Background: an optimization exercise with open tools, aiming at small area, a short achievable clock period and few clock cycles per item. Do not read the settings as production practice. In this exercise RTL edits were held to simulation tests only and were not proved equivalent to the original. Power is estimated from default activity; no workload was simulated.

// ax12_framer
module ax12_framer (
    input  wire        clk,
    input  wire        rst,
    input  wire        cmd_valid,
    output wire        cmd_ready,
    input  wire [7:0]  cmd_code,
    input  wire [7:0]  cmd_id,
    input  wire [7:0]  cmd_opc,
    input  wire [15:0] cmd_len,
    input  wire        in_valid,
    output wire        in_ready,
    input  wire [7:0]  in_data,
    output wire        out_valid,
    input  wire        out_ready,
    output wire [7:0]  out_data,
    output wire        res_valid,
    output reg  [7:0]  res_code,
    output reg  [7:0]  csum,
    output reg  [7:0]  rid,
    output reg  [7:0]  rerr,
    output reg  [7:0]  qn
);
    localparam [7:0] RC_OK = 8'h00,
                     RC_CS_SHORT = 8'h10, RC_CS_ID = 8'h11, RC_CS_LENGTH = 8'h12,
                     RC_BAD_OPCODE = 8'h30, RC_PARAM_COUNT = 8'h31,
                     RC_ID_RANGE = 8'h32, RC_PAYLOAD_LONG = 8'h33,
                     RC_FRAME_SHORT = 8'h40, RC_BAD_HEADER = 8'h41,
                     RC_BAD_LENGTH = 8'h42, RC_BAD_CHECKSUM = 8'h43,
                     RC_BAD_ID = 8'h44, RC_BAD_REPLY_ID = 8'h45,
                     RC_BAD_COMMAND = 8'h50;
  ...
For scale: roughly 1100 cells after synthesis, about 110 flip-flops, roughly 110 I/O pins.
==> flow/config.mk <==
export PLATFORM = sky130hd
export DESIGN_NAME = ax12_framer
export DESIGN_NICKNAME = ax12_framer
export VERILOG_FILES = /design/flow/design.v
export SDC_FILE = /design/flow/constraint.sdc
export NUM_CORES = 4
export LEC_CHECK = 0
export ABC_AREA = 1
export CAP_MARGIN = 20
export CORE_MARGIN = 2
export CORE_UTILIZATION = 60
export CTS_BUF_LIST = sky130_fd_sc_hd__clkbuf_4 sky130_fd_sc_hd__clkbuf_8
export CTS_CLUSTER_SIZE = 12
export SETUP_SLACK_MARGIN = 5.0
export SLEW_MARGIN = 20
==> flow/constraint.sdc <==
create_clock -name core_clock -period 8.0 [get_ports {clk}]
set_input_delay 1.6000 -clock core_clock [delete_from_list [all_inputs] [get_ports {clk}]]
set_output_delay 1.6000 -clock core_clock [all_outputs]
set_load 0.01 [all_outputs]
standard.sh (not shown) runs the stock make flow with config.mk's settings and CLKGATE_MAP_FILE= SYNTH_SCRIPT=/design/flow/synth_recipe.tcl, a recipe that flattens the netlist after the stock synthesis.
==> flow/flow/run.sh <==
#!/bin/bash
# Standard layout, with plain buffers (rather than delay buffers) on the ports.
set -euo pipefail
export BUFFER_PORTS_ARGS="-buffer_cell sky130_fd_sc_hd__buf_1"
bash standard.sh > standard.log 2>&1
The starting point completed without violations.
Testbench counts at the start, summed over its fixed seeds: cycles 25,748, commands 2,400.
==> next run, changes <==
--- a/flow/config.mk
+++ b/flow/config.mk
@@ -8 +7,0 @@
-export ABC_AREA = 1
@@ -12,2 +10,0 @@
-export CTS_BUF_LIST = sky130_fd_sc_hd__clkbuf_4 sky130_fd_sc_hd__clkbuf_8
-export CTS_CLUSTER_SIZE = 12
The changed run completed with no timing, DRC or antenna violations.
First-iteration DRC count goes down by 24%.
Count of clock-buffer cells in the layout fell by 2.
Combinational power stays flat.
==> next run, changes <==
--- a/flow/flow/run.sh
+++ b/flow/flow/run.sh
@@ -4 +4 @@
-export BUFFER_PORTS_ARGS="-buffer_cell sky130_fd_sc_hd__buf_1"
+export BUFFER_PORTS_ARGS="-buffer_cell sky130_fd_sc_hd__buf_2"
--- a/flow/config.mk
+++ b/flow/config.mk
@@ -7,0 +8 @@
+export ABC_AREA = 1
@@ -10 +11 @@
-export CORE_UTILIZATION = 60
+export CORE_UTILIZATION = 40
Core utilization shrinks by 27 points.
Routed wire length goes up by a few percent.
Die area goes up by well over a third.
Via count goes up by roughly a tenth.
Final area goes up by a few percent.
Count of clock-buffer cells in the layout is higher by 4.

ax12_framer, a different RTL version from the one above (not shown whole).
Size: ~110 flip-flops, about 110 I/O pins, roughly 7200 sq um of cells after synthesis.
make LEC_CHECK=0 CAP_MARGIN=20 CORE_MARGIN=2 CORE_UTILIZATION=40 SLEW_MARGIN=20 finish   # period 8.0 ns
run.sh (not shown) runs the stock make flow with config.mk's settings and CLKGATE_MAP_FILE= SYNTH_SCRIPT=/design/flow/synth_recipe.tcl, a recipe that flattens the netlist after the stock synthesis.
Stock flow here: none of the scripts above is used.
The baseline produced a clean layout.
Testbench counts at the start, summed over its fixed seeds: cycles 24,686, commands 2,400.
Rerun with:
Settings changed: ABC_CLOCK_PERIOD_IN_PS set to 3000, SETUP_SLACK_MARGIN set to 4.5.
- The new run ran to the end with no violations
- power goes up by 13%
- clock-buffer cell count goes up by 3
- clock power goes up by 12%
- worst setup slack improves by 970 ps
- design area goes up by 8.5%
- die area is unchanged
- via count goes up by 4.7%
- worst hold slack stays flat
Rerun with:
Settings changed: ABC_CLOCK_PERIOD_IN_PS 3000 to not set.
Total power stays the same.
Area after synthesis does not change.
Critical path depth does not change.

== run A ==
RTL: one of the versions met above, not the one the previous note started from.
Size: ~1,100 cells after synthesis, about 110 flip-flops, ~110 I/O pins, roughly 0.0078 mm² of cells after synthesis.
## ax12_framer
module ax12_framer (
    input  wire        clk,
    input  wire        rst,
    input  wire        cmd_valid,
    output wire        cmd_ready,
    input  wire [7:0]  cmd_code,
    input  wire [7:0]  cmd_id,
    input  wire [7:0]  cmd_opc,
    input  wire [15:0] cmd_len,
    input  wire        in_valid,
    output wire        in_ready,
    input  wire [7:0]  in_data,
    output wire        out_valid,
    input  wire        out_ready,
    output wire [7:0]  out_data,
    output wire        res_valid,
    output reg  [7:0]  res_code,
    output reg  [7:0]  csum,
    output reg  [7:0]  rid,
    output reg  [7:0]  rerr,
    output reg  [7:0]  qn
);
    localparam [7:0] RC_OK = 8'h00,
                     RC_CS_SHORT = 8'h10, RC_CS_ID = 8'h11, RC_CS_LENGTH = 8'h12,
                     RC_BAD_OPCODE = 8'h30, RC_PARAM_COUNT = 8'h31,
                     RC_ID_RANGE = 8'h32, RC_PAYLOAD_LONG = 8'h33,
                     RC_FRAME_SHORT = 8'h40, RC_BAD_HEADER = 8'h41,
                     RC_BAD_LENGTH = 8'h42, RC_BAD_CHECKSUM = 8'h43,
                     RC_BAD_ID = 8'h44, RC_BAD_REPLY_ID = 8'h45,
                     RC_BAD_COMMAND = 8'h50;
    function [7:0] add8(input [7:0] a, input [7:0] b);
        reg [7:0] g, p, g1, p1, g2, p2, g3;
        integer i;
        begin
            g = a & b;
            p = a ^ b;
            for (i = 0; i < 8; i = i + 1) begin
                g1[i] = (i >= 1) ? (g[i] | (p[i] & g[i-1])) : g[i];
                p1[i] = (i >= 1) ? (p[i] & p[i-1]) : p[i];
            end
            for (i = 0; i < 8; i = i + 1) begin
                g2[i] = (i >= 2) ? (g1[i] | (p1[i] & g1[i-2])) : g1[i];
                p2[i] = (i >= 2) ? (p1[i] & p1[i-2]) : p1[i];
            end
            for (i = 0; i < 8; i = i + 1)
                g3[i] = (i >= 4) ? (g2[i] | (p2[i] & g2[i-4])) : g2[i];
            add8 = p ^ {g3[6:0], 1'b0};
        end
    endfunction
    reg        st_idle, st_hdr, st_data, st_cs, st_res;
    wire       st_chk = !(st_idle || st_hdr || st_data || st_cs || st_res);
    reg        c_chk, c_fb, c_bld, c_dec, c_pst;    
    reg [15:0] cnt;           
    reg        f_q;           
  ...
clock: 8.0 ns
lec_check: 0
abc_area: 1
cap_margin: 20
core_margin: 2
core_utilization: 60
setup_slack_margin: 5.0
slew_margin: 20
standard.sh (not shown) runs the stock make flow with config.mk's settings and CLKGATE_MAP_FILE= SYNTH_SCRIPT=/design/flow/synth_recipe.tcl, a recipe that flattens the netlist after the stock synthesis.
==> flow/flow/run.sh <==
#!/bin/bash
# Standard layout, with plain buffers (rather than delay buffers) on the ports.
set -euo pipefail
export BUFFER_PORTS_ARGS="-buffer_cell sky130_fd_sc_hd__buf_1"
bash standard.sh > standard.log 2>&1
Testbench counts of run A, summed over its fixed seeds: cycles 25,748, commands 2,400.
[inputs] run B vs run A
==> flow/flow/run.sh <==
#!/bin/bash
# Standard layout, with plain buffers (rather than delay buffers) on the ports and a
# setup repair margin of 5.2 ns against the 8 ns clock.
set -euo pipefail
export BUFFER_PORTS_ARGS="-buffer_cell sky130_fd_sc_hd__buf_1"
bash standard.sh SETUP_SLACK_MARGIN=5.2 finish > standard.log 2>&1
--- a/flow/config.mk
+++ b/flow/config.mk
@@ -11,3 +11,3 @@
 export CORE_UTILIZATION = 60
-export SETUP_SLACK_MARGIN = 5.0
+export CTS_BUF_LIST = sky130_fd_sc_hd__clkbuf_8
 export SLEW_MARGIN = 20
Taking run A as the reference, in run B final standard cell utilization of the core went up by 1.1 points, number of instances in the synthesized netlist was more or less identical, wire length of the first global-routing pass went up by 1.9%.
Slowest cell on the critical path = sky130_fd_sc_hd__dfxtp_2: run B; slowest cell on the critical path = sky130_fd_sc_hd__buf_1: run A
Largest driver fanout on the critical path (lower): run B
Setup changes, run B to run C
==> flow/flow/run.sh <==
#!/bin/bash
# Standard layout, with plain buffers (rather than delay buffers) on the ports.
set -euo pipefail
export BUFFER_PORTS_ARGS="-buffer_cell sky130_fd_sc_hd__buf_1"
bash standard.sh > standard.log 2>&1
--- a/flow/config.mk
+++ b/flow/config.mk
@@ -10,4 +10,4 @@
 export CORE_MARGIN = 2
-export CORE_UTILIZATION = 60
-export CTS_BUF_LIST = sky130_fd_sc_hd__clkbuf_8
+export CORE_UTILIZATION = 75
+export SETUP_SLACK_MARGIN = 5.0
 export SLEW_MARGIN = 20
--- outcome ---
reg2reg as the type of the worst setup path was reported by run C, and reg2out by run B.
Comparing run C and run B, the lower normalized max-slew margin was measured on run C.
Against run B, run C comes in 50 lower on final cell count.
Via count of the first global-routing pass: lower on run B
Comparing run C and run B, total number of nets in the final design is higher on run B.
The setup fix buffers added after clock tree synthesis in run C sits 6 below the value recorded for run B.
Higher share of total power in sequential cells among run C and run B: run B
On cell area, run B loses to run C.
Summary of run C over run B: setup slack went down by 0.24 ns, core utilization of the finished layout went up by 15 points, power density relative to cell area went up by about 10%.
Inputs modified between run C and run D:
--- a/flow/flow/run.sh
+++ b/flow/flow/run.sh
@@ -3,3 +3,3 @@
 set -euo pipefail
-export BUFFER_PORTS_ARGS="-buffer_cell sky130_fd_sc_hd__buf_1"
+export BUFFER_PORTS_ARGS="-buffer_cell sky130_fd_sc_hd__buf_2"
 bash standard.sh > standard.log 2>&1
--- a/flow/config.mk
+++ b/flow/config.mk
@@ -7,6 +7,5 @@
 export LEC_CHECK = 0
-export ABC_AREA = 1
 export CAP_MARGIN = 20
 export CORE_MARGIN = 2
-export CORE_UTILIZATION = 75
+export CORE_UTILIZATION = 40
 export SETUP_SLACK_MARGIN = 5.0
[summary]
- Run D vs run C: overall routing resource usage down in run D
- From run C to run D the numbers moved as follows: sequential share of layout area -0.50 points; worst stage delay on the critical path went up 0.05 ns; final hold violation count essentially unchanged.
- Number of stages on the worst hold path came out exactly the same in run C and run D.
- On met1 layer wirelength in the final routing: run D sits above run C.
- Compared with run C, run D shows a growth of design area from synthesis to finish that is 10 points higher.
- Worst setup slack ends up higher on run C.
- Of run D and run C, it is run D that has the lower area of placed instances.
- For the met3 track demand over resource in global routing, run D came in 6.2 points lower than run C did.
- Cmp run D vs run C: critical path depth in cells higher in run D
> inputs changed (run D -> run E)
--- a/flow/flow/run.sh
+++ b/flow/flow/run.sh
@@ -3,3 +3,3 @@
 set -euo pipefail
-export BUFFER_PORTS_ARGS="-buffer_cell sky130_fd_sc_hd__buf_2"
+export BUFFER_PORTS_ARGS="-buffer_cell sky130_fd_sc_hd__buf_1"
 bash standard.sh > standard.log 2>&1
--- a/flow/config.mk
+++ b/flow/config.mk
@@ -7,5 +7,9 @@
 export LEC_CHECK = 0
+export ABC_AREA = 1
 export CAP_MARGIN = 20
 export CORE_MARGIN = 2
-export CORE_UTILIZATION = 40
+export CORE_UTILIZATION = 60
+export CTS_BUF_LIST = sky130_fd_sc_hd__clkbuf_8
+export CTS_CLUSTER_DIAMETER = 100
+export CTS_CLUSTER_SIZE = 40
 export SETUP_SLACK_MARGIN = 5.0
==> summary.txt <==
- Re global-route usage: run D was lower than run E.
- Critical path's slowest cell: sky130_fd_sc_hd__edfxtp_1 -> run D, sky130_fd_sc_hd__dfxtp_4 -> run E
- Sort run E and run D by required time reported for the critical path endpoint, descending, and run D comes first.
- Between run D and run E, fraction of area in non-clock buffers decreased.
- On sequential cell area in the final layout, run D tracks run E almost exactly.
- Diff run E and run D: fraction of area in registers higher in run E
- Run D → run E: number of multi-input combinational cells +203; footprint of the multi-input gates -0.46%; area of the die -about 28%.

[port drivers added, routing unchanged]
In the flow no input, the clock included, has a driving cell. The finished layouts below were timed again as built, in two steps.
Step 1 sets driving cells, clkbuf_16 on the clock port and buf_2 on the other inputs (assumed; they add their load-dependent delay and slew).
Step 2 adds t to the input delays and takes it off the output delays; t is the mean of the earliest and latest rising clock arrival at the registers after step 1. Input paths then give back, and output paths get back, about the clock's delay inside the block.
Slacks: no drivers / after step 1 / after step 2; pairs: no drivers / after step 1.
run	t, ns	setup slack, ns	worst setup path at the end	worst register clock-pin slew, ns
the first run of note 1	0.480	5.063 / 5.027 / 4.606	input to register	0.08 / 0.08
the second run of note 1	0.470	4.846 / 4.846 / 4.461	input to register	0.06 / 0.06
the third run of note 1	0.463	5.042 / 5.042 / 4.621	input to register	0.06 / 0.06
the first run of note 2	0.400	3.326 / 3.303 / 2.954	input to register	0.08 / 0.08
the second run of note 2	0.405	4.291 / 4.283 / 3.907	input to register	0.08 / 0.08
the third run of note 2	0.405	4.291 / 4.283 / 3.907	input to register	0.08 / 0.08
run A	0.460	5.047 / 5.059 / 4.607	input to register	0.06 / 0.06
run B	0.495	5.214 / 5.172 / 4.746	input to register	0.08 / 0.08
run C	0.568	4.979 / 4.977 / 4.508	input to register	0.06 / 0.06
run D	0.468	4.843 / 4.843 / 4.496	input to register	0.06 / 0.06
run E	0.480	5.063 / 5.027 / 4.606	input to register	0.08 / 0.08
After both steps setup and hold are still met in every run listed. The setup slack of run C, which loses most, moves by -0.002 ns with the drivers and by -0.471 ns with both steps.
